From an optimization exercise on the open Yosys and OpenROAD flow, aimed at small area, a short achievable clock period and few clock cycles; shortcuts taken in it are not production practice. At most, simulation tests tie the RTL to the original design; equivalence was not proved. Only the layout flow was run in run 2; the RTL was not checked for function there. Power is estimated from default activity; no workload was simulated.

==> flow/design.v <==
module morse_keyer (
    input  wire        clk,
    input  wire        rst,           
    input  wire        cmd_valid,
    input  wire [7:0]  cmd_data,
    output wire        cmd_ready,
    output reg         rsp_valid,
    output reg  [7:0]  rsp_code,
    output reg  [31:0] rsp_value,
    output wire        tx_out,
    output wire        ind_out,
    output wire        transmit,
    output wire        busy,
    output wire [3:0]  key_state
);
    localparam [7:0] OP_TICK      = 8'h01;
    localparam [7:0] OP_CONFIGURE = 8'h02;
    localparam [7:0] OP_SEND      = 8'h03;
    localparam [7:0] OP_RESET     = 8'h04;
    localparam [7:0] OP_SET_PRE   = 8'h05;
    localparam [7:0] OP_SET_DUAL  = 8'h06;
    localparam [7:0] OP_SET_TXEN  = 8'h07;
    localparam [7:0] OP_SET_REP   = 8'h08;
    localparam [7:0] OP_READ      = 8'h09;
    localparam [7:0] OP_LOOKUP    = 8'h0A;
    localparam [7:0] RC_OK          = 8'd0;
    localparam [7:0] RC_TOO_LONG    = 8'd1;
    localparam [7:0] RC_BAD_SPEED   = 8'd2;
    localparam [7:0] RC_NOT_ENC     = 8'd3;
    localparam [7:0] RC_BAD_OPERAND = 8'd4;
    localparam [7:0] RC_ILLEGAL_OP  = 8'd5;
    localparam [3:0] S_IDLE     = 4'd0;
    localparam [3:0] S_PREAMBLE = 4'd1;
    localparam [3:0] S_DIT      = 4'd2;
    localparam [3:0] S_DAH      = 4'd3;
    localparam [3:0] S_DITDLY   = 4'd4;
    localparam [3:0] S_DAHDLY   = 4'd5;
    localparam [3:0] S_CHARGAP  = 4'd6;
    localparam [3:0] S_WORDGAP  = 4'd7;
    localparam [3:0] S_REPEAT   = 4'd8;
    localparam [3:0] S_EOM      = 4'd9;
    localparam [7:0] EOC       = 8'h7F;
    localparam [7:0] WORDSPACE = 8'hFF;
    localparam integer TS = 17;
    localparam integer TN = 15;
    localparam integer WK = 4;           
    function [7:0] rom_byte;
        input [5:0] idx;
        begin
            case (idx)
                6'd0:  rom_byte = 8'hFF;  
                6'd1:  rom_byte = 8'hAD;  
                6'd2:  rom_byte = 8'h49;  
                6'd3:  rom_byte = 8'h7F;  
                6'd4:  rom_byte = 8'h12;  
                6'd5:  rom_byte = 8'h7F;  
                6'd6:  rom_byte = 8'h43;  
                6'd7:  rom_byte = 8'h79;  
                6'd8:  rom_byte = 8'hB3;  
                6'd9:  rom_byte = 8'hB5;  
                6'd10: rom_byte = 8'h7F;  
                6'd11: rom_byte = 8'h53;  
                6'd12: rom_byte = 8'hCD;  
                6'd13: rom_byte = 8'h85;  
                6'd14: rom_byte = 8'h55;  
                6'd15: rom_byte = 8'h93;  
                6'd16: rom_byte = 8'hFB;  
                6'd17: rom_byte = 8'h7B;  
                6'd18: rom_byte = 8'h3B;  
                6'd19: rom_byte = 8'h1B;  
                6'd20: rom_byte = 8'h0B;  
                6'd21: rom_byte = 8'h03;  
                6'd22: rom_byte = 8'h83;  
                6'd23: rom_byte = 8'hC3;  
                6'd24: rom_byte = 8'hE3;  
                6'd25: rom_byte = 8'hF3;  
                6'd26: rom_byte = 8'hE1;  
                6'd27: rom_byte = 8'hA9;  
                6'd28: rom_byte = 8'h7F;  
                6'd29: rom_byte = 8'h8B;  
                6'd30: rom_byte = 8'h7F;  
                6'd31: rom_byte = 8'h31;  
                6'd32: rom_byte = 8'h69;  
                6'd33: rom_byte = 8'h5F;  
                6'd34: rom_byte = 8'h87;  
                6'd35: rom_byte = 8'hA7;  
                6'd36: rom_byte = 8'h8F;  
                6'd37: rom_byte = 8'h3F;  
                6'd38: rom_byte = 8'h27;  
                6'd39: rom_byte = 8'hCF;  
                6'd40: rom_byte = 8'h07;  
                6'd41: rom_byte = 8'h1F;  
                6'd42: rom_byte = 8'h77;  
                6'd43: rom_byte = 8'hAF;  
                6'd44: rom_byte = 8'h47;  
                6'd45: rom_byte = 8'hDF;  
                6'd46: rom_byte = 8'h9F;  
                6'd47: rom_byte = 8'hEF;  
                6'd48: rom_byte = 8'h67;  
                6'd49: rom_byte = 8'hD7;  
                6'd50: rom_byte = 8'h4F;  
                6'd51: rom_byte = 8'h0F;  
                6'd52: rom_byte = 8'hBF;  
                6'd53: rom_byte = 8'h2F;  
                6'd54: rom_byte = 8'h17;  
                6'd55: rom_byte = 8'h6F;  
                6'd56: rom_byte = 8'h97;  
                6'd57: rom_byte = 8'hB7;  
                6'd58: rom_byte = 8'hC7;  
                6'd59: rom_byte = 8'h7F;  
                6'd60: rom_byte = 8'h7F;  
                6'd61: rom_byte = 8'h7F;  
                6'd62: rom_byte = 8'h7F;  
                default: rom_byte = 8'h35;  
            endcase
        end
    endfunction
    function [5:0] char_idx;
        input [7:0] c;
        begin
            if (!c[7] && (c[6] != c[5]))
                char_idx = {c[6], c[4:0]};
            else
                char_idx = 6'd3;
        end
    endfunction
    reg [31:0] tick_q;
    reg [31:0] rem_q;         
    reg [15:0] unit_q;
    reg [31:0] wpm_q;
    reg [3:0]  state_q;
    reg [7:0]  msg_len_q;
    reg [7:0]  cursor_q;
    reg [7:0]  chars_q;
    reg [7:0]  stream_q;
    reg        started_q;
    reg        busy_q;
    reg        pre_en_q;
    reg        dual_q;
    reg        txen_q;
    reg [7:0]  repeat_q;
    wire key_down = (state_q == S_PREAMBLE) || (state_q == S_DIT) || (state_q == S_DAH);
    assign transmit  = key_down & txen_q;
    assign tx_out    = dual_q ? (busy_q & txen_q & (state_q != S_REPEAT)) : transmit;
    assign ind_out   = dual_q ? busy_q : transmit;
    assign busy      = busy_q;
    assign key_state = state_q;
    reg  [7:0] b0_q, b1_q;
    reg        v0_q, v1_q;
    wire       stall;
    wire       take = v0_q & ~stall;       
    wire       byte_in = cmd_valid & ~v1_q;
    assign cmd_ready = ~v1_q;
    always @(posedge clk) begin
        if (rst) begin
            v0_q <= 1'b0;
            v1_q <= 1'b0;
        end else if (!v0_q || take) begin
            if (v1_q) begin
                b0_q <= b1_q;
                v0_q <= 1'b1;
                v1_q <= 1'b0;
            end else begin
                b0_q <= cmd_data;
                v0_q <= byte_in;
            end
        end else if (!v1_q) begin
            b1_q <= cmd_data;
            v1_q <= byte_in;
        end
    end
    localparam [1:0] R_OP   = 2'd0;
    localparam [1:0] R_ARG  = 2'd1;
    localparam [1:0] R_TEXT = 2'd2;
    localparam [1:0] R_SKIP = 2'd3;
    reg [1:0]  rx_q;
    reg [7:0]  op_q;
    reg [1:0]  acnt_q;        
    reg [23:0] abuf_q;        
    reg [15:0] tcnt_q;        
    reg [7:0]  tidx_q;        
    reg        tnul_q;        
    function [2:0] arg_len;
        input [7:0] op;
        begin
            case (op)
                OP_CONFIGURE: arg_len = 3'd4;
                OP_SEND:      arg_len = 3'd2;
                OP_SET_PRE, OP_SET_DUAL, OP_SET_TXEN,
                OP_SET_REP, OP_READ, OP_LOOKUP: arg_len = 3'd1;
                default:      arg_len = 3'd0;
            endcase
        end
    endfunction
    wire        at_op    = (rx_q == R_OP);
    wire        last_arg = (rx_q == R_ARG) && (acnt_q == 2'd0);
    wire [15:0] send_n   = {b0_q, abuf_q[23:16]};
    wire        last_txt = ((rx_q == R_TEXT) || (rx_q == R_SKIP)) && (tcnt_q == 16'd1);
    wire ex_op   = at_op && (arg_len(b0_q) == 3'd0);
    wire ex_arg  = last_arg && ((op_q != OP_SEND) || (send_n == 16'd0));
    wire ex_any  = ex_op || ex_arg || last_txt;
    wire [7:0] ex_code = at_op ? b0_q : op_q;
    wire is_tick = at_op && (b0_q == OP_TICK);
    wire is_conf = last_arg && (op_q == OP_CONFIGURE);
    wire is_read = last_arg && (op_q == OP_READ);
    wire txt_byte = (rx_q == R_TEXT);
    wire text_wr  = txt_byte && !tnul_q && (b0_q != 8'd0);
    reg [6*255-1:0] ring_q;
    reg [3:0] d0_hi;
    reg [4:0] d0_lo;
    reg [3:0] dw_hi;  reg [4:0] dw_lo;
    reg [3:0] df_hi;  reg [4:0] df_lo;
    reg       wfirst_q;       
    wire      d0_lo_z = (d0_lo == 5'd0);
    wire      dw_lo_z = (dw_lo == 5'd0);
    wire      df_lo_z = (df_lo == 5'd0);
    wire [3:0] d0_hi_dec = (d0_hi == 4'd0) ? TN[3:0] - 4'd1 : d0_hi - 4'd1;
    wire [3:0] dw_hi_dec = (dw_hi == 4'd0) ? TN[3:0] - 4'd1 : dw_hi - 4'd1;
    wire [3:0] df_hi_dec = (df_hi == 4'd0) ? TN[3:0] - 4'd1 : df_hi - 4'd1;
    wire [3:0] d0_hi_nx = d0_lo_z ? d0_hi_dec : d0_hi;
    wire [4:0] d0_lo_nx = d0_lo_z ? TS[4:0] - 5'd1 : d0_lo - 5'd1;
    reg [8*WK-1:0] win_q;      
    reg [2:0]      wval_q;     
    reg [7:0]      wf_q;       
    wire       w_complete = (wf_q == msg_len_q);
    wire [7:0] c0 = win_q[7:0];
    wire [7:0] c1 = win_q[15:8];
    wire       ae0 = w_complete && (wval_q == 3'd0);
    wire       ae1 = w_complete && (wval_q == 3'd1);
    wire       w_ok = w_complete || (wval_q >= 3'd2);
    reg [5:0] tap_idx;
    integer ti;
    always @* begin
        tap_idx = 6'd0;
        for (ti = 0; ti < TN; ti = ti + 1)
            if (df_hi == ti[3:0])
                tap_idx = ring_q[6*TS*ti +: 6];
    end
    wire [7:0] tap_code = rom_byte(tap_idx);
    reg loading_q;            
    wire [18:0] u1 = {3'd0, unit_q};
    wire [18:0] u3 = {2'd0, unit_q, 1'b0} + {3'd0, unit_q};
    wire [18:0] u7 = {unit_q, 3'b000} - {3'd0, unit_q};
    wire [4:0]  rep_m     = (repeat_q > 8'd30) ? 5'd30 : repeat_q[4:0];
    wire [20:0] rep_ticks = rep_m * 21'd60000;
    wire [20:0] rep_dur   = (rep_ticks > {2'd0, u7}) ? rep_ticks : {2'd0, u7};
    wire        rep_zero  = (repeat_q == 8'd0);
    wire        expired = (rem_q == 32'd1);
    reg [3:0]  n_state;
    reg [7:0]  n_stream;
    reg        n_started;
    reg        n_busy;
    reg        n_pre_en;
    reg        n_len_clr;
    reg        n_cur_clr;
    reg [1:0]  n_cur_inc;
    reg        n_chars_inc;
    reg        n_chars_clr;
    reg [1:0]  n_dsel;        
    reg        n_enter;
    reg        n_rewind;      
    reg        n_wclr;
    reg        do_decide;
    reg        do_fetch;
    reg        do_element;
    always @* begin
        n_state     = state_q;
        n_stream    = stream_q;
        n_started   = started_q;
        n_busy      = busy_q;
        n_pre_en    = pre_en_q;
        n_len_clr   = 1'b0;
        n_cur_clr   = 1'b0;
        n_cur_inc   = 2'd0;
        n_chars_inc = 1'b0;
        n_chars_clr = 1'b0;
        n_dsel      = 2'd0;
        n_enter     = 1'b0;
        n_rewind    = 1'b0;
        n_wclr      = 1'b0;
        do_decide   = 1'b0;
        do_fetch    = 1'b0;
        do_element  = 1'b0;
        if (state_q == S_IDLE) begin
            do_decide = busy_q & txen_q;
        end else if (expired) begin
            case (state_q)
                S_PREAMBLE: begin
                    n_pre_en  = 1'b0;
                    do_decide = txen_q;
                    if (!txen_q) n_state = S_IDLE;
                end
                S_DIT, S_DAH: begin
                    if (stream_q != EOC) begin
                        n_state = (state_q == S_DIT) ? S_DITDLY : S_DAHDLY;
                        n_dsel  = 2'd0;
                        n_enter = 1'b1;
                    end else begin
                        n_chars_inc = 1'b1;
                        if (ae1) begin
                            n_cur_inc = 2'd1;
                            if (rep_zero) begin
                                n_state = S_EOM;
                                n_dsel  = 2'd2;
                            end else begin
                                n_state  = S_REPEAT;
                                n_dsel   = 2'd3;
                                n_rewind = 1'b1;
                            end
                            n_enter = 1'b1;
                        end else if (c1 == WORDSPACE) begin
                            n_cur_inc = 2'd2;
                            n_state   = S_WORDGAP;
                            n_dsel    = 2'd2;
                            n_enter   = 1'b1;
                        end else begin
                            n_cur_inc = 2'd1;
                            n_state   = S_CHARGAP;
                            n_dsel    = 2'd1;
                            n_enter   = 1'b1;
                        end
                    end
                end
                S_DITDLY, S_DAHDLY, S_CHARGAP, S_WORDGAP: begin
                    do_decide = txen_q;
                    if (!txen_q) n_state = S_IDLE;
                end
                S_EOM: begin
                    n_len_clr   = 1'b1;
                    n_cur_clr   = 1'b1;
                    n_chars_clr = 1'b1;
                    n_stream    = EOC;
                    n_started   = 1'b0;
                    n_busy      = 1'b0;
                    n_state     = S_IDLE;
                    n_wclr      = 1'b1;
                end
                S_REPEAT: begin
                    n_cur_clr   = 1'b1;
                    n_chars_clr = 1'b1;
                    n_stream    = EOC;
                    n_started   = 1'b0;
                    do_decide   = txen_q;
                    if (!txen_q) n_state = S_IDLE;
                end
                default: ;
            endcase
        end
        if (do_decide) begin
            if (!n_started) begin
                n_started = 1'b1;
                if (n_pre_en) begin
                    n_state = S_PREAMBLE;
                    n_dsel  = 2'd2;
                    n_enter = 1'b1;
                end else begin
                    do_fetch = 1'b1;
                end
            end else if (n_stream == EOC) begin
                do_fetch = 1'b1;
            end else begin
                do_element = 1'b1;
            end
        end
        if (do_fetch) begin
            if (ae0) begin
                if (rep_zero) begin
                    n_state = S_EOM;
                    n_dsel  = 2'd2;
                end else begin
                    n_state  = S_REPEAT;
                    n_dsel   = 2'd3;
                    n_rewind = 1'b1;
                end
                n_enter = 1'b1;
            end else if (c0 == WORDSPACE) begin
                n_cur_inc = 2'd1;
                n_stream  = EOC;
                n_state   = S_WORDGAP;
                n_dsel    = 2'd2;
                n_enter   = 1'b1;
            end else if (c0 == EOC) begin
                n_cur_inc = 2'd1;
                n_stream  = EOC;
                n_state   = S_IDLE;
            end else begin
                n_stream   = c0;
                do_element = 1'b1;
            end
        end
        if (do_element) begin
            n_state  = n_stream[7] ? S_DAH : S_DIT;
            n_dsel   = n_stream[7] ? 2'd1 : 2'd0;
            n_enter  = 1'b1;
            n_stream = {n_stream[6:0], 1'b1};
        end
    end
    reg [20:0] n_dur;
    always @* begin
        case (n_dsel)
            2'd0: n_dur = {2'd0, u1};
            2'd1: n_dur = {2'd0, u3};
            2'd2: n_dur = {2'd0, u7};
            default: n_dur = rep_dur;
        endcase
    end
    wire tick_needs_win = (state_q == S_IDLE) || expired;
    wire [31:0] cw      = {b0_q, abuf_q};
    wire        f_sign  = cw[31];
    wire [7:0]  f_exp   = cw[30:23];
    wire [22:0] f_frac  = cw[22:0];
    wire        f_invalid = ((f_exp == 8'hFF) && (f_frac != 23'd0)) || f_sign ||
                            ((f_exp == 8'd0) && (f_frac == 23'd0));
    wire        f_zero_q  = (f_exp >= 8'd150);
    wire        f_sat     = (f_exp <= 8'd119);
    wire [4:0]  f_k       = 8'd150 - f_exp;             
    wire [40:0] f_num     = 41'd1200 << f_k;
    reg         div_busy_q;
    reg         div_first_q;      
    reg [4:0]   div_cnt_q;
    reg [24:0]  div_r_q;
    reg [15:0]  div_n_q;          
    wire [23:0] div_m    = {1'b1, wpm_q[22:0]};
    wire [24:0] div_t    = div_first_q ? div_r_q : {div_r_q[23:0], div_n_q[15]};
    wire        div_ge   = div_t >= {1'b0, div_m};
    wire [24:0] div_diff = div_t - {1'b0, div_m};
    wire [15:0] div_quo  = {div_n_q[14:0], div_ge};
    wire text_slot_ok = wfirst_q || (dw_hi == 4'd0 && dw_lo_z);
    assign stall = (is_tick && (div_busy_q || (tick_needs_win && !w_ok))) ||
                   ((is_conf || is_read) && div_busy_q) ||
                   (text_wr && !text_slot_ok);
    wire do_tick = take && is_tick;
    wire do_ex   = take && ex_any;
    wire [31:0] end_tick = tick_q + rem_q - 32'd1;
    wire [31:0] status_word = {20'd0, state_q, 1'b0, txen_q, dual_q, pre_en_q,
                               tx_out, ind_out, transmit, busy_q};
    reg  [31:0] read_val;
    always @* begin
        case (b0_q[3:0])
            4'd0: read_val = status_word;
            4'd1: read_val = tick_q;
            4'd2: read_val = {24'd0, chars_q};
            4'd3: read_val = {16'd0, unit_q};
            4'd4: read_val = wpm_q;
            4'd5: read_val = {24'd0, repeat_q};
            4'd6: read_val = {24'd0, cursor_q};
            4'd7: read_val = {24'd0, msg_len_q};
            4'd8: read_val = end_tick;
            default: read_val = {23'd0, started_q, stream_q};
        endcase
    end
    wire [7:0] lookup_b = (b0_q < 8'd32 || b0_q > 8'd95) ? EOC : rom_byte(b0_q[5:0] - 6'd32);
    wire        wr_char  = take && text_wr;
    wire [5:0]  wr_idx   = char_idx(b0_q);
    wire [7:0]  wr_code  = rom_byte(wr_idx);
    wire [1:0]  w_shift  = do_tick ? n_cur_inc : 2'd0;
    wire [2:0]  wval_sh  = wval_q - {1'b0, w_shift};
    wire        tap_cap  = !loading_q && df_lo_z && !w_complete && (wval_q < WK);
    reg  [8*WK-1:0] win_sh;
    always @* begin
        case (w_shift)
            2'd1:    win_sh = win_q >> 8;
            2'd2:    win_sh = win_q >> 16;
            default: win_sh = win_q;
        endcase
    end
    always @(posedge clk) begin
        ring_q <= {(wr_char ? wr_idx : ring_q[5:0]), ring_q[6*255-1:6]};
    end
    integer wi;
    always @(posedge clk) begin
        if (rst) begin
            rx_q       <= R_OP;
            op_q       <= 8'd0;
            acnt_q     <= 2'd0;
            tcnt_q     <= 16'd0;
            tidx_q     <= 8'd0;
            tnul_q     <= 1'b0;
            loading_q  <= 1'b0;
            wfirst_q   <= 1'b1;
            d0_hi      <= 4'd0;
            d0_lo      <= 5'd0;
            dw_hi      <= 4'd0;
            dw_lo      <= 5'd0;
            df_hi      <= 4'd0;
            df_lo      <= 5'd0;
            wval_q     <= 3'd0;
            wf_q       <= 8'd0;
            div_busy_q <= 1'b0;
            div_first_q <= 1'b0;
            div_cnt_q  <= 5'd0;
            rsp_valid  <= 1'b0;
            rsp_code   <= 8'd0;
            rsp_value  <= 32'd0;
            tick_q     <= 32'd0;
            rem_q      <= 32'd1;
            unit_q     <= 16'd60;
            wpm_q      <= 32'h41A00000;
            state_q    <= S_IDLE;
            msg_len_q  <= 8'd0;
            cursor_q   <= 8'd0;
            chars_q    <= 8'd0;
            stream_q   <= EOC;
            started_q  <= 1'b0;
            busy_q     <= 1'b0;
            pre_en_q   <= 1'b0;
            dual_q     <= 1'b0;
            txen_q     <= 1'b1;
            repeat_q   <= 8'd0;
        end else begin
            d0_lo <= d0_lo_nx;
            d0_hi <= d0_hi_nx;
            dw_lo <= dw_lo_z ? TS[4:0] - 5'd1 : dw_lo - 5'd1;
            if (dw_lo_z) dw_hi <= dw_hi_dec;
            win_q  <= win_sh;
            wval_q <= wval_sh;
            if (df_lo_z) df_hi <= df_hi_dec;
            df_lo <= df_lo_z ? TS[4:0] - 5'd1 : df_lo - 5'd1;
            if (tap_cap) begin
                for (wi = 0; wi < WK; wi = wi + 1)
                    if (wval_sh == wi[2:0]) win_q[8*wi +: 8] <= tap_code;
                wval_q <= wval_sh + 3'd1;
                wf_q   <= wf_q + 8'd1;
                df_hi  <= df_hi;
                df_lo  <= df_lo;
            end
            rsp_valid <= 1'b0;
            if (div_busy_q) begin
                div_first_q <= 1'b0;
                if (div_first_q) begin
                    if (div_ge) begin
                        unit_q     <= 16'hFFFF;
                        div_busy_q <= 1'b0;
                    end
                end else begin
                    div_r_q   <= div_ge ? div_diff : div_t;
                    div_n_q   <= div_quo;
                    div_cnt_q <= div_cnt_q - 5'd1;
                    if (div_cnt_q == 5'd1) begin
                        div_busy_q <= 1'b0;
                        unit_q     <= (div_quo == 16'd0) ? 16'd1 : div_quo;
                    end
                end
            end
            if (take) begin
                case (rx_q)
                    R_OP: begin
                        op_q   <= b0_q;
                        acnt_q <= arg_len(b0_q) - 3'd1;
                        if (arg_len(b0_q) != 3'd0) rx_q <= R_ARG;
                    end
                    R_ARG: begin
                        abuf_q <= {b0_q, abuf_q[23:8]};
                        acnt_q <= acnt_q - 2'd1;
                        if (acnt_q == 2'd0) begin
                            rx_q <= R_OP;
                            if (op_q == OP_SEND) begin
                                tcnt_q <= send_n;
                                tidx_q <= 8'd0;
                                tnul_q <= 1'b0;
                                if (send_n > 16'd255) begin
                                    rx_q <= R_SKIP;
                                end else if (send_n != 16'd0) begin
                                    rx_q      <= R_TEXT;
                                    loading_q <= 1'b1;
                                    wfirst_q  <= 1'b1;
                                    wval_q    <= 3'd0;
                                    wf_q      <= 8'd0;
                                end
                            end
                        end
                    end
                    default: begin    
                        tcnt_q <= tcnt_q - 16'd1;
                        if (tcnt_q == 16'd1) rx_q <= R_OP;
                        if (b0_q == 8'd0) tnul_q <= 1'b1;
                        if (text_wr) begin
                            tidx_q   <= tidx_q + 8'd1;
                            wfirst_q <= 1'b0;
                            dw_hi    <= 4'd0;
                            dw_lo    <= 5'd0;
                            if (wfirst_q) begin
                                d0_hi <= TN[3:0] - 4'd1;
                                d0_lo <= TS[4:0] - 5'd1;
                            end
                            if (tidx_q < WK) begin
                                win_q[8*tidx_q[1:0] +: 8] <= wr_code;
                                wval_q <= tidx_q[2:0] + 3'd1;
                                wf_q   <= tidx_q + 8'd1;
                                df_hi  <= 4'd0;
                                df_lo  <= 5'd0;
                            end
                        end
                    end
                endcase
            end
            if (do_ex) begin
                rsp_valid <= 1'b1;
                rsp_code  <= RC_OK;
                rsp_value <= 32'd0;
                case (ex_code)
                    OP_TICK: begin
                        tick_q    <= tick_q + 32'd1;
                        state_q   <= n_state;
                        stream_q  <= n_stream;
                        started_q <= n_started;
                        busy_q    <= n_busy;
                        pre_en_q  <= n_pre_en;
                        cursor_q  <= (n_cur_clr ? 8'd0 : cursor_q) + {6'd0, n_cur_inc};
                        if (n_chars_clr)      chars_q <= 8'd0;
                        else if (n_chars_inc) chars_q <= chars_q + 8'd1;
                        if (n_len_clr) msg_len_q <= 8'd0;
                        rem_q <= n_enter ? {11'd0, n_dur} : rem_q - 32'd1;
                        if (n_wclr) begin
                            wval_q <= 3'd0;
                            wf_q   <= 8'd0;
                        end
                        if (n_rewind) begin
                            wval_q <= 3'd0;
                            wf_q   <= 8'd0;
                            df_hi  <= d0_hi_nx;
                            df_lo  <= d0_lo_nx;
                        end
                    end
                    OP_CONFIGURE: begin
                        if (f_invalid) begin
                            rsp_code <= RC_BAD_SPEED;
                        end else begin
                            wpm_q <= cw;
                            if (f_zero_q) begin
                                unit_q <= 16'd1;
                            end else if (f_sat) begin
                                unit_q <= 16'hFFFF;
                            end else begin
                                div_busy_q  <= 1'b1;
                                div_first_q <= 1'b1;
                                div_cnt_q   <= 5'd16;
                                div_r_q     <= f_num[40:16];
                                div_n_q     <= f_num[15:0];
                            end
                        end
                    end
                    OP_SEND: begin
                        loading_q <= 1'b0;
                        if (rx_q == R_SKIP) begin
                            rsp_code <= RC_TOO_LONG;
                        end else begin
                            msg_len_q <= (rx_q == R_TEXT) ? tidx_q + {7'd0, text_wr} : 8'd0;
                            cursor_q  <= 8'd0;
                            chars_q   <= 8'd0;
                            stream_q  <= EOC;
                            started_q <= 1'b0;
                            state_q   <= S_IDLE;
                            busy_q    <= 1'b1;
                            if (rx_q != R_TEXT) begin
                                wval_q <= 3'd0;
                                wf_q   <= 8'd0;
                            end
                        end
                    end
                    OP_RESET: begin
                        msg_len_q <= 8'd0;
                        cursor_q  <= 8'd0;
                        chars_q   <= 8'd0;
                        stream_q  <= EOC;
                        started_q <= 1'b0;
                        state_q   <= S_IDLE;
                        busy_q    <= 1'b0;
                        wval_q    <= 3'd0;
                        wf_q      <= 8'd0;
                    end
                    OP_SET_PRE, OP_SET_DUAL, OP_SET_TXEN: begin
                        if (b0_q > 8'd1) begin
                            rsp_code <= RC_BAD_OPERAND;
                        end else begin
                            if (op_q == OP_SET_PRE)  pre_en_q <= b0_q[0];
                            if (op_q == OP_SET_DUAL) dual_q   <= b0_q[0];
                            if (op_q == OP_SET_TXEN) txen_q   <= b0_q[0];
                        end
                    end
                    OP_SET_REP: begin
                        repeat_q <= b0_q;
                    end
                    OP_READ: begin
                        if (b0_q > 8'd9)
                            rsp_code <= RC_BAD_OPERAND;
                        else
                            rsp_value <= read_val;
                    end
                    OP_LOOKUP: begin
                        if (lookup_b == EOC)
                            rsp_code <= RC_NOT_ENC;
                        else
                            rsp_value <= {24'd0, lookup_b};
                    end
                    default: begin
                        rsp_code <= RC_ILLEGAL_OP;
                    end
                endcase
            end
        end
    end
endmodule
==> flow/run.sh <==
#!/bin/bash
# synth_recipe.tcl (not shown) runs the flow's synth.tcl, then flattens the netlist and writes it again
# the make line also repeats each setting of config.mk as NAME=value (left out here)
make -C /OpenROAD-flow-scripts/flow DESIGN_CONFIG=/design/flow/config.mk WORK_HOME=/design/flow/orfs CLKGATE_MAP_FILE= SYNTH_SCRIPT=/design/flow/synth_recipe.tcl finish
==> flow/config.mk <==
export PLATFORM = sky130hd
export DESIGN_NAME = morse_keyer
export DESIGN_NICKNAME = morse_keyer
export VERILOG_FILES = /design/flow/design.v
export SDC_FILE = /design/flow/constraint.sdc
export NUM_CORES = 4
export LEC_CHECK = 0
export CAP_MARGIN = 20
export CORE_MARGIN = 2
export CORE_UTILIZATION = 30
export SLEW_MARGIN = 20
==> flow/constraint.sdc <==
create_clock -name core_clock -period 15.0 [get_ports {clk}]
set_input_delay 3.0000 -clock core_clock [delete_from_list [all_inputs] [get_ports {clk}]]
set_output_delay 3.0000 -clock core_clock [all_outputs]
set_load 0.01 [all_outputs]
==> metrics.csv, run 1 <==
metric,value,unit
cts_buffers,184,
netlist_top_cells_area,"dfxtp_1, edfxtp_1, ha_1, a21oi_1, nor2_1",
grt_use_met3,0.02935,
outcome,timing/DRC/antenna clean,
cts.sinks,1929,
yosysSeqAreaShare,0.6304,
yosysTopAreaCell,dfxtp_1,
synth_cell_types,103,
coreArea,0.2092,sq mm
ys_dominant_reg_cell,dfxtp_1,
num_rows,168,
groute.layer.met2.usage,0.2106,
die-area,0.2139,sq mm
syn_area_per_cell,10.95,sq um
r2r_start,repeat_q[5]$_SDFFE_PP0P_,
cp_max_fo,17,
crit_start,repeat_q[5]$_SDFFE_PP0P_,
tightest_slew,1.174,ns
rsz0062_at_grt,false,
htreeDepth,4,
cts_hold_buf,0,
async_flop_share,0,
grt_pass1_vias,40130,
final_cell_area,0.07291,sq mm
syn_area,0.06305,sq mm
tns,0,ns
holdCritPathClass,flop to flop,
finalSetupViolCount,0,
ant_nets,0,
grt_first_pass_wirelength,239.0,mm
synth_edf_count,113,
leakagePower,27.87,nW
yosysWarnings,1,
antenna_found_initial,1,
dp_hpwl,105.9,mm
ir_worst_vdd,124.0,uV
grt-busiest-layer,met2,
reg2reg_setup_slack,7.83,ns
cts_setup_buffers,0,
io_buffers,55,
startpoint_type,flop,
drc,0,
cts_resized,0,
clock_skew,0.06968,ns
drv_cap,0,
endpoint_kind,flop,
holdWs,0.2773,ns
min_period_over_period,0.4778,
r2r-end,rem_q[11]$_SDFFE_PP0P_,
worstSetupPathType,flop to flop,
cts-root-buf,clkbuf_16,
drive_gt1_frac,0.07734,
cts_tree,built,
finalNonFillerCells,8769,
yosys_register_bits,1929,
period_needed,7.167,ns
place.gp.congestion,0.9079,
via_per_inst,4.832,
dp_cells,8435,
vias,42370,
yosysTopAreaCellShare,0.5766,
rr_worst_depth,23,
dr.pass1.iters,6,
die_x,462.5,microns
crit_end,rem_q[11]$_SDFFE_PP0P_,
wl_per_cell,17.68,microns
grt_start_max_net_pins,139,
clockBufferDepth,3,
utilization,0.3486,
nets,6070,
syn_to_final_growth,15.63,%
dieHeight,462.5,microns
postRouteWirelength,155.1,mm
crit_arrival,7.92,ns
grt.overflow.total,0,
fill_cells,20570,
cp.required,15.76,ns
initial_utilization,0.3015,
clock.fmax,139.5,MHz
num_io_pins,61,
hold_viol,0,
slew_headroom,0.2117,
gr-usage-met1,0.1971,
placedInstanceArea,0.06667,sq mm
path_clk_slew,0.06,ns
insertion_delay,0.83,ns
power_density,153.1,mW/mm^2
drv_slew,0,
drtIter0Drc,3748,
grt_usage,0.1407,
synthCells,5760,
state kept, by name, summed over array words and instances (netlist names), 16 cells and up, named ones only:
signal / count
unit_q: 16
ring_q: 1530
tcnt_q: 16
rsp_value: 32
wpm_q: 32
tick_q: 32
div_r_q: 25
abuf_q: 24
div_n_q: 16
win_q: 32
rem_q: 32
worst min-delay path by stage:
stage	startpoint	end	slack [ns]	depth (start not counted)
after floorplan	ring_q[6]$_DFF_P_	ring_q[0]$_DFF_P_	0.31	0
after global placement	ring_q[1353]$_DFF_P_	ring_q[1347]$_DFF_P_	0.31	0
after global routing	ring_q[762]$_DFF_P_	ring_q[756]$_DFF_P_	0.28	0
final	ring_q[762]$_DFF_P_	ring_q[756]$_DFF_P_	0.28	0
after detailed placement	ring_q[1261]$_DFF_P_	ring_q[1255]$_DFF_P_	0.31	0
after CTS	ring_q[762]$_DFF_P_	ring_q[756]$_DFF_P_	0.28	0
power breakdown:
part	total [mW]	switching (mW)	internal [mW]
Combinational	1.27	0.859	0.412
Sequential	5.26	0.0419	5.22
Clock	4.63	1.98	2.66
Total	11.2	2.88	8.29
Yosys cell counts, drive strengths merged, types with 66 or more instances:
cell type and n:
a211oi 66, a21oi 433, clkbuf 207, dfxtp 1816
edfxtp 113, ha 231, inv 284, mux2i 70
nand2 351, nand3 119, nor2 466, nor3 133
o21ai 258, xnor2 122
stage by stage:
step | total power [mW] | setup WS, ns
3_5_place_dp | 6.623 | 7.771
4_1_cts | 11.27 | 7.802
3_3_place_gp | 6.617 | 8.012
2_1_floorplan | 6.213 | 8.960
5_1_grt | 11.61 | 7.229
6_report | 11.17 | 7.833
cells by family after synthesis:
logic type                 Yosys count  synth area share
buffers and inverters              538           0.03312
other                                1        0.00005947
adders and majority gates          245           0.04997
and+or+nand+nor                   1470            0.1114
AOI/OAI and AO/OA                 1304            0.1339
DFF                               1929            0.6304
xor gates and xnor gates           167           0.02320
muxes                              106           0.01796
critical path, stage by stage, from the launching register on:
cell      delay, ns
dfxtp_1        0.34
or3_1          0.40
nor2_1         0.42
inv_1          0.18
ha_1           0.27
ha_1           0.20
nor2_1         0.13
fa_1           0.43
inv_1          0.07
ha_1           0.25
nor3_1         0.08
a211oi_1       0.48
xor2_1         0.20
ha_1           0.37
nand4_1        0.10
nor3_1         0.19
or4b_2         0.65
o311ai_0       0.49
a41oi_1        0.21
o21a_1         0.24
a21oi_2        0.83
a211oi_1       0.23
a211oi_2       0.27
o21bai_1       0.14
cells in the final DEF (no fill, tap or decap), types with 47 or more instances in the layout:
cell type and n:
a21o_1 47, nor2_1 464, clkdlybuf4s50_1 54, ha_1 230, nor3_1 130, buf_4 61, clkbuf_16 188, nand2b_1 51
dfxtp_1 1816, o21ai_0 248, nand4_1 51, a21oi_1 429, mux2i_1 70, inv_1 284, o22ai_1 51, a211oi_1 64
nand2_1 350, a22oi_1 59, edfxtp_1 113, nand3_1 119, xnor2_1 122
cell type report:
class	instances	area, sq um	area share
Antenna cell	3	7.507	0.0001030
Clock buffer	262	5293	0.07259
Clock inverter	69	934.6	0.01282
Inverter	287	1080	0.01481
Multi-Input combinational cell	3297	21300	0.2922
Sequential cell	1929	39750	0.5452
Tap cell	2805	3510	0.04814
Timing Repair Buffer	117	1030	0.01412
per-layer routing:
layer  vias up  routed length (microns)
li1      20220                        -
met4         0                     5552
met3       288                    11070
met2      1517                    65820
met5         -                        0
met1     20340                    72620
Testbench counts, summed over its fixed seeds: cycles 144,335.
==> inputs of run 2 (changes only) <==
--- a/flow/design.v
+++ b/flow/design.v
@@ -141,8 +141,10 @@
     reg [7:0]  repeat_q;
-    wire key_down = (state_q == S_PREAMBLE) || (state_q == S_DIT) || (state_q == S_DAH);
-    assign transmit  = key_down & txen_q;
-    assign tx_out    = dual_q ? (busy_q & txen_q & (state_q != S_REPEAT)) : transmit;
-    assign ind_out   = dual_q ? busy_q : transmit;
+    reg transmit_q, tx_out_q, ind_out_q;
+    assign transmit  = transmit_q;
+    assign tx_out    = tx_out_q;
+    assign ind_out   = ind_out_q;
     assign busy      = busy_q;
     assign key_state = state_q;
+    reg rst_q;
+    always @(posedge clk) rst_q <= rst;
     reg  [7:0] b0_q, b1_q;
@@ -151,6 +153,6 @@
     wire       take = v0_q & ~stall;       
-    wire       byte_in = cmd_valid & ~v1_q;
-    assign cmd_ready = ~v1_q;
+    wire       byte_in = cmd_valid & ~v1_q & ~rst_q;
+    assign cmd_ready = ~v1_q & ~rst_q;
     always @(posedge clk) begin
-        if (rst) begin
+        if (rst_q) begin
             v0_q <= 1'b0;
@@ -244,6 +246,43 @@
     wire [4:0]  rep_m     = (repeat_q > 8'd30) ? 5'd30 : repeat_q[4:0];
-    wire [20:0] rep_ticks = rep_m * 21'd60000;
-    wire [20:0] rep_dur   = (rep_ticks > {2'd0, u7}) ? rep_ticks : {2'd0, u7};
+    reg  [20:0] rep_ticks;
+    always @* begin
+        case (rep_m)
+            5'd0:  rep_ticks = 21'd0;
+            5'd1:  rep_ticks = 21'd60000;
+            5'd2:  rep_ticks = 21'd120000;
+            5'd3:  rep_ticks = 21'd180000;
+            5'd4:  rep_ticks = 21'd240000;
+            5'd5:  rep_ticks = 21'd300000;
+            5'd6:  rep_ticks = 21'd360000;
+            5'd7:  rep_ticks = 21'd420000;
+            5'd8:  rep_ticks = 21'd480000;
+            5'd9:  rep_ticks = 21'd540000;
+            5'd10: rep_ticks = 21'd600000;
+            5'd11: rep_ticks = 21'd660000;
+            5'd12: rep_ticks = 21'd720000;
+            5'd13: rep_ticks = 21'd780000;
+            5'd14: rep_ticks = 21'd840000;
+            5'd15: rep_ticks = 21'd900000;
+            5'd16: rep_ticks = 21'd960000;
+            5'd17: rep_ticks = 21'd1020000;
+            5'd18: rep_ticks = 21'd1080000;
+            5'd19: rep_ticks = 21'd1140000;
+            5'd20: rep_ticks = 21'd1200000;
+            5'd21: rep_ticks = 21'd1260000;
+            5'd22: rep_ticks = 21'd1320000;
+            5'd23: rep_ticks = 21'd1380000;
+            5'd24: rep_ticks = 21'd1440000;
+            5'd25: rep_ticks = 21'd1500000;
+            5'd26: rep_ticks = 21'd1560000;
+            5'd27: rep_ticks = 21'd1620000;
+            5'd28: rep_ticks = 21'd1680000;
+            default: rep_ticks = 21'd1740000;    
+        endcase
+        if (repeat_q >= 8'd30) rep_ticks = 21'd1800000;
+    end
+    reg         rep_ge_q;
+    reg         pstale_q;
+    wire [20:0] rep_dur   = rep_ge_q ? rep_ticks : {2'd0, u7};
     wire        rep_zero  = (repeat_q == 8'd0);
-    wire        expired = (rem_q == 32'd1);
+    reg         exp_q;        
     reg [3:0]  n_state;
@@ -285,3 +324,3 @@
             do_decide = busy_q & txen_q;
-        end else if (expired) begin
+        end else if (exp_q) begin
             case (state_q)
@@ -406,3 +445,3 @@
     end
-    wire tick_needs_win = (state_q == S_IDLE) || expired;
+    wire tick_needs_win = (state_q == S_IDLE) || exp_q;
     wire [31:0] cw      = {b0_q, abuf_q};
@@ -428,3 +467,3 @@
     wire text_slot_ok = wfirst_q || (dw_hi == 4'd0 && dw_lo_z);
-    assign stall = (is_tick && (div_busy_q || (tick_needs_win && !w_ok))) ||
+    assign stall = (is_tick && (div_busy_q || pstale_q || (tick_needs_win && !w_ok))) ||
                    ((is_conf || is_read) && div_busy_q) ||
@@ -466,2 +505,12 @@
     end
+    wire ex_send  = do_ex && (ex_code == OP_SEND) && (rx_q != R_SKIP);
+    wire ex_reset = do_ex && (ex_code == OP_RESET);
+    wire ex_txen  = do_ex && (ex_code == OP_SET_TXEN) && (b0_q <= 8'd1);
+    wire ex_dual  = do_ex && (ex_code == OP_SET_DUAL) && (b0_q <= 8'd1);
+    wire [3:0] state_d = do_tick ? n_state : (ex_send || ex_reset) ? S_IDLE : state_q;
+    wire       busy_d  = do_tick ? n_busy : ex_send ? 1'b1 : ex_reset ? 1'b0 : busy_q;
+    wire       txen_d  = ex_txen ? b0_q[0] : txen_q;
+    wire       dual_d  = ex_dual ? b0_q[0] : dual_q;
+    wire       kdown_d = (state_d == S_PREAMBLE) || (state_d == S_DIT) || (state_d == S_DAH);
+    wire       trans_d = kdown_d & txen_d;
     always @(posedge clk) begin
@@ -471,3 +520,8 @@
     always @(posedge clk) begin
-        if (rst) begin
+        if (rst_q) begin
+            transmit_q <= 1'b0;
+            tx_out_q   <= 1'b0;
+            ind_out_q  <= 1'b0;
+            exp_q      <= 1'b1;
+            pstale_q   <= 1'b1;
             rx_q       <= R_OP;
@@ -510,2 +564,13 @@
         end else begin
+            state_q    <= state_d;
+            busy_q     <= busy_d;
+            txen_q     <= txen_d;
+            dual_q     <= dual_d;
+            transmit_q <= trans_d;
+            tx_out_q   <= dual_d ? (busy_d & txen_d & (state_d != S_REPEAT)) : trans_d;
+            ind_out_q  <= dual_d ? busy_d : trans_d;
+            rep_ge_q   <= rep_ticks > {2'd0, u7};
+            pstale_q   <= 1'b0;
+            if (do_tick)
+                exp_q <= n_enter ? ((n_dsel == 2'd0) && (unit_q == 16'd1)) : (rem_q == 32'd2);
             d0_lo <= d0_lo_nx;
@@ -533,2 +598,3 @@
                         div_busy_q <= 1'b0;
+                        pstale_q   <= 1'b1;
                     end
@@ -540,2 +606,3 @@
                         div_busy_q <= 1'b0;
+                        pstale_q   <= 1'b1;
                         unit_q     <= (div_quo == 16'd0) ? 16'd1 : div_quo;
@@ -597,3 +664,3 @@
             if (do_ex) begin
-                rsp_valid <= 1'b1;
+                rsp_valid <= !rst;
                 rsp_code  <= RC_OK;
@@ -603,6 +670,4 @@
                         tick_q    <= tick_q + 32'd1;
-                        state_q   <= n_state;
                         stream_q  <= n_stream;
                         started_q <= n_started;
-                        busy_q    <= n_busy;
                         pre_en_q  <= n_pre_en;
@@ -628,3 +693,4 @@
                         end else begin
-                            wpm_q <= cw;
+                            wpm_q    <= cw;
+                            pstale_q <= 1'b1;
                             if (f_zero_q) begin
@@ -652,4 +718,2 @@
                             started_q <= 1'b0;
-                            state_q   <= S_IDLE;
-                            busy_q    <= 1'b1;
                             if (rx_q != R_TEXT) begin
@@ -666,4 +730,2 @@
                         started_q <= 1'b0;
-                        state_q   <= S_IDLE;
-                        busy_q    <= 1'b0;
                         wval_q    <= 3'd0;
@@ -676,4 +738,2 @@
                             if (op_q == OP_SET_PRE)  pre_en_q <= b0_q[0];
-                            if (op_q == OP_SET_DUAL) dual_q   <= b0_q[0];
-                            if (op_q == OP_SET_TXEN) txen_q   <= b0_q[0];
                         end
@@ -682,2 +742,3 @@
                         repeat_q <= b0_q;
+                        pstale_q <= 1'b1;
                     end
==> metrics.csv, run 2 <==
metric,value,unit
outcome,timing/DRC/antenna clean,
syn_area_per_cell,10.92,sq um
drv_cap,0,
finalWorstSetupSlack,9.106,ns
holdCritPathClass,flop to flop,
wl_per_cell,18.15,microns
worstSetupPathType,flop to flop,
syn_to_final_growth,15.87,%
grt_start_max_net_pins,62,
ir_worst_vdd,162.5,uV
dr.pass1.iters,6,
tns,0,ns
final_cell_area,0.07272,sq mm
power_density,156.4,mW/mm^2
ys_top_cells_by_count,"dfxtp_1, nand2_1, nor2_1",
ant_nets,0,
cts_tree,built,
combPwrFrac,0.118,
dp_hpwl,110.3,mm
cts_setup_buffers,0,
preCtsSetupSlack,9.156,ns
period_needed,5.894,ns
clock.fmax,169.7,MHz
cts_buffers,185,
utilization,0.3505,
nets,6024,
synth_cell_types,97,
yosysTopAreaCell,dfxtp_1,
layout_common_cells,"dfxtp_1, nand2_1, nor2_1",
via_per_inst,4.881,
die_x,461.4,microns
synth_edf_count,114,
htreeDepth,4,
drive_gt1_frac,0.08225,
hold_viol,0,
yosysMostFrequentCell,dfxtp_1,
clkPwrFrac,0.417,
coreArea,0.2075,sq mm
drv_slew,0,
largest_register_ffs,1530,
finalSetupViolCount,0,
total_power,11.37,mW
leakagePower,27.65,nW
synthCells,5747,
switching_share,0.2584,
die-area,0.2129,sq mm
endpoint_kind,flop,
startpoint_type,flop,
slew_headroom,0.3004,
dieHeight,461.4,microns
grt_usage,0.1458,
rsz0062_at_grt,false,
num_io_pins,61,
postRouteWirelength,158.5,mm
tightest_slew,1.046,ns
io_buffers,55,
cts.sinks,1936,
cp_max_fo,25,
pwr-share-seq,0.465,
cts_resized,0,
yosysWarnings,1,
yosysSeqAreaShare,0.6357,
internal_power,8.433,mW
cts_hold_buf,0,
antenna_found_initial,3,
placedInstanceArea,0.06634,sq mm
syn_area,0.06276,sq mm
regMostFlops,ring_q,
insertion_delay,0.82,ns
ys_dominant_reg_cell,dfxtp_1,
min_period_over_period,0.3929,
place.gp.congestion,0.9240,
path_clk_slew,0.06,ns
clock_skew,0.04274,ns
grt_first_pass_wirelength,242.1,mm
cp.required,15.63,ns
yosys_register_bits,1936,
clockBufferDepth,3,
async_flop_share,0,
crit_arrival,6.53,ns
vias,42630,
drtIter0Drc,3971,
grt.overflow.total,0,
drc,0,
p_switching,2.938,mW
final_common_cell,dfxtp_1,
num_rows,167,
initial_utilization,0.3025,
grt_pass1_vias,40200,
netlist_top_cells_area,"dfxtp_1, edfxtp_1, ha_1, a21oi_1, nand2_1",
cts-root-buf,clkbuf_16,
yosysTopAreaCellShare,0.5812,
-- run 2: final timing paths --
| path | startpoint | endpoint | slack [ns] | cells after the start |
|---|---|---|---|---|
| setup reg to reg | b0_q[1]$_DFFE_PP_ | win_q[23]$_DFFE_PN_ | 9.11 | 18 |
| hold reg to reg | ring_q[858]$_DFF_P_ | ring_q[852]$_DFF_P_ | 0.30 | 0 |
| setup / recovery | b0_q[1]$_DFFE_PP_ | win_q[23]$_DFFE_PN_ | 9.11 | 18 |
| hold / removal | ring_q[858]$_DFF_P_ | ring_q[852]$_DFF_P_ | 0.30 | 0 |
-- run 2: cell type report --
cell class / count / area [sq um]
Antenna cell: 1 / 2.502
Clock inverter: 82 / 1126
Clock buffer: 256 / 5248
Inverter: 258 / 970.9
Fill cell: 20400 / 134800
Tap cell: 2788 / 3488
Timing Repair Buffer: 120 / 1039
Sequential cell: 1936 / 39900
Multi-Input combinational cell: 3293 / 20950
-- run 2: metal layers --
layer / up-vias / wire length [microns] / global-route usage
met2: 1453 / 69060 / 0.2214
met4: 0 / 5247 / 0.05518
met5: - / 0 / 0
li1: 20250 / - / -
met3: 280 / 10670 / 0.02798
met1: 20650 / 73570 / 0.2036
-- run 2: logic make-up after synthesis --
| family | synth area share |
|---|---|
| AOI/OAI and AO/OA | 0.1398 |
| xor gates and xnor gates | 0.02051 |
| adders and majority gates | 0.04442 |
| buffers and inverters | 0.03216 |
| DFF | 0.6357 |
| muxes | 0.01521 |
| other | 0.00005975 |
| and+or+nand+nor | 0.1121 |
-- run 2: critical path, stage by stage (launching register included) --
cell,delay (ns)
edfxtp_1,0.36
buf_4,0.25
inv_1,0.22
ha_1,0.60
nor3b_2,0.90
nand2_4,0.14
nand2_4,0.13
inv_2,0.06
a22oi_1,0.21
o211a_1,0.55
nand2_1,0.16
inv_1,0.10
ha_1,0.14
inv_1,0.05
fa_1,0.38
xor2_1,0.36
and3_1,0.53
mux2_2,0.39
o22ai_1,0.15
-- run 2: power groups by stage --
stage	Sequential, mW	Combinational [mW]	Clock (mW)
after floorplan	5.39	0.933	0
after global placement	5.40	1.33	0
after CTS	5.29	1.32	4.86
final	5.29	1.34	4.74
after global routing	5.29	1.46	5.08
after detailed placement	5.40	1.32	0
-- run 2: through the flow --
| step | instances | hold slack [ns] |
|---|---|---|
| final | 8734 | 0.2957 |
| after global routing | 8733 | 0.3008 |
| after CTS | 8732 | 0.2944 |
| after detailed placement | 8394 | 0.3121 |
| after global placement | 8394 | 0.3096 |
| after floorplan | 5751 | 0.3096 |

-- separate check: timing with driven ports --
How much do the figures lean on ideal ports? The routed layouts below were timed once more, with nothing changed but the port constraints.
Step 1 assumes that a clkbuf_16 drives the clock port and a buf_2 every other input.
Step 2 adds t to the input delays and takes it off the output delays; t is the mean of the earliest and latest rising clock arrival at the registers after step 1. Input paths then give back, and output paths get back, about the clock's delay inside the block.
Three values: ideal ports, drivers, drivers and shift; two values: the first two.
run | t, ns | slack for setup (ns) | hold slack, ns | clock arrival spread, ns | pins driven straight from the clock port
run 1 | 0.875 | 7.833 / 7.833 / 7.833 | 0.277 / 0.277 / 0.277 | 0.073 / 0.073 | 1
run 2 | 0.894 | 9.106 / 9.106 / 9.106 | 0.296 / 0.296 / 0.296 | 0.048 / 0.048 | 1
After both steps setup and hold are still met in every run listed.
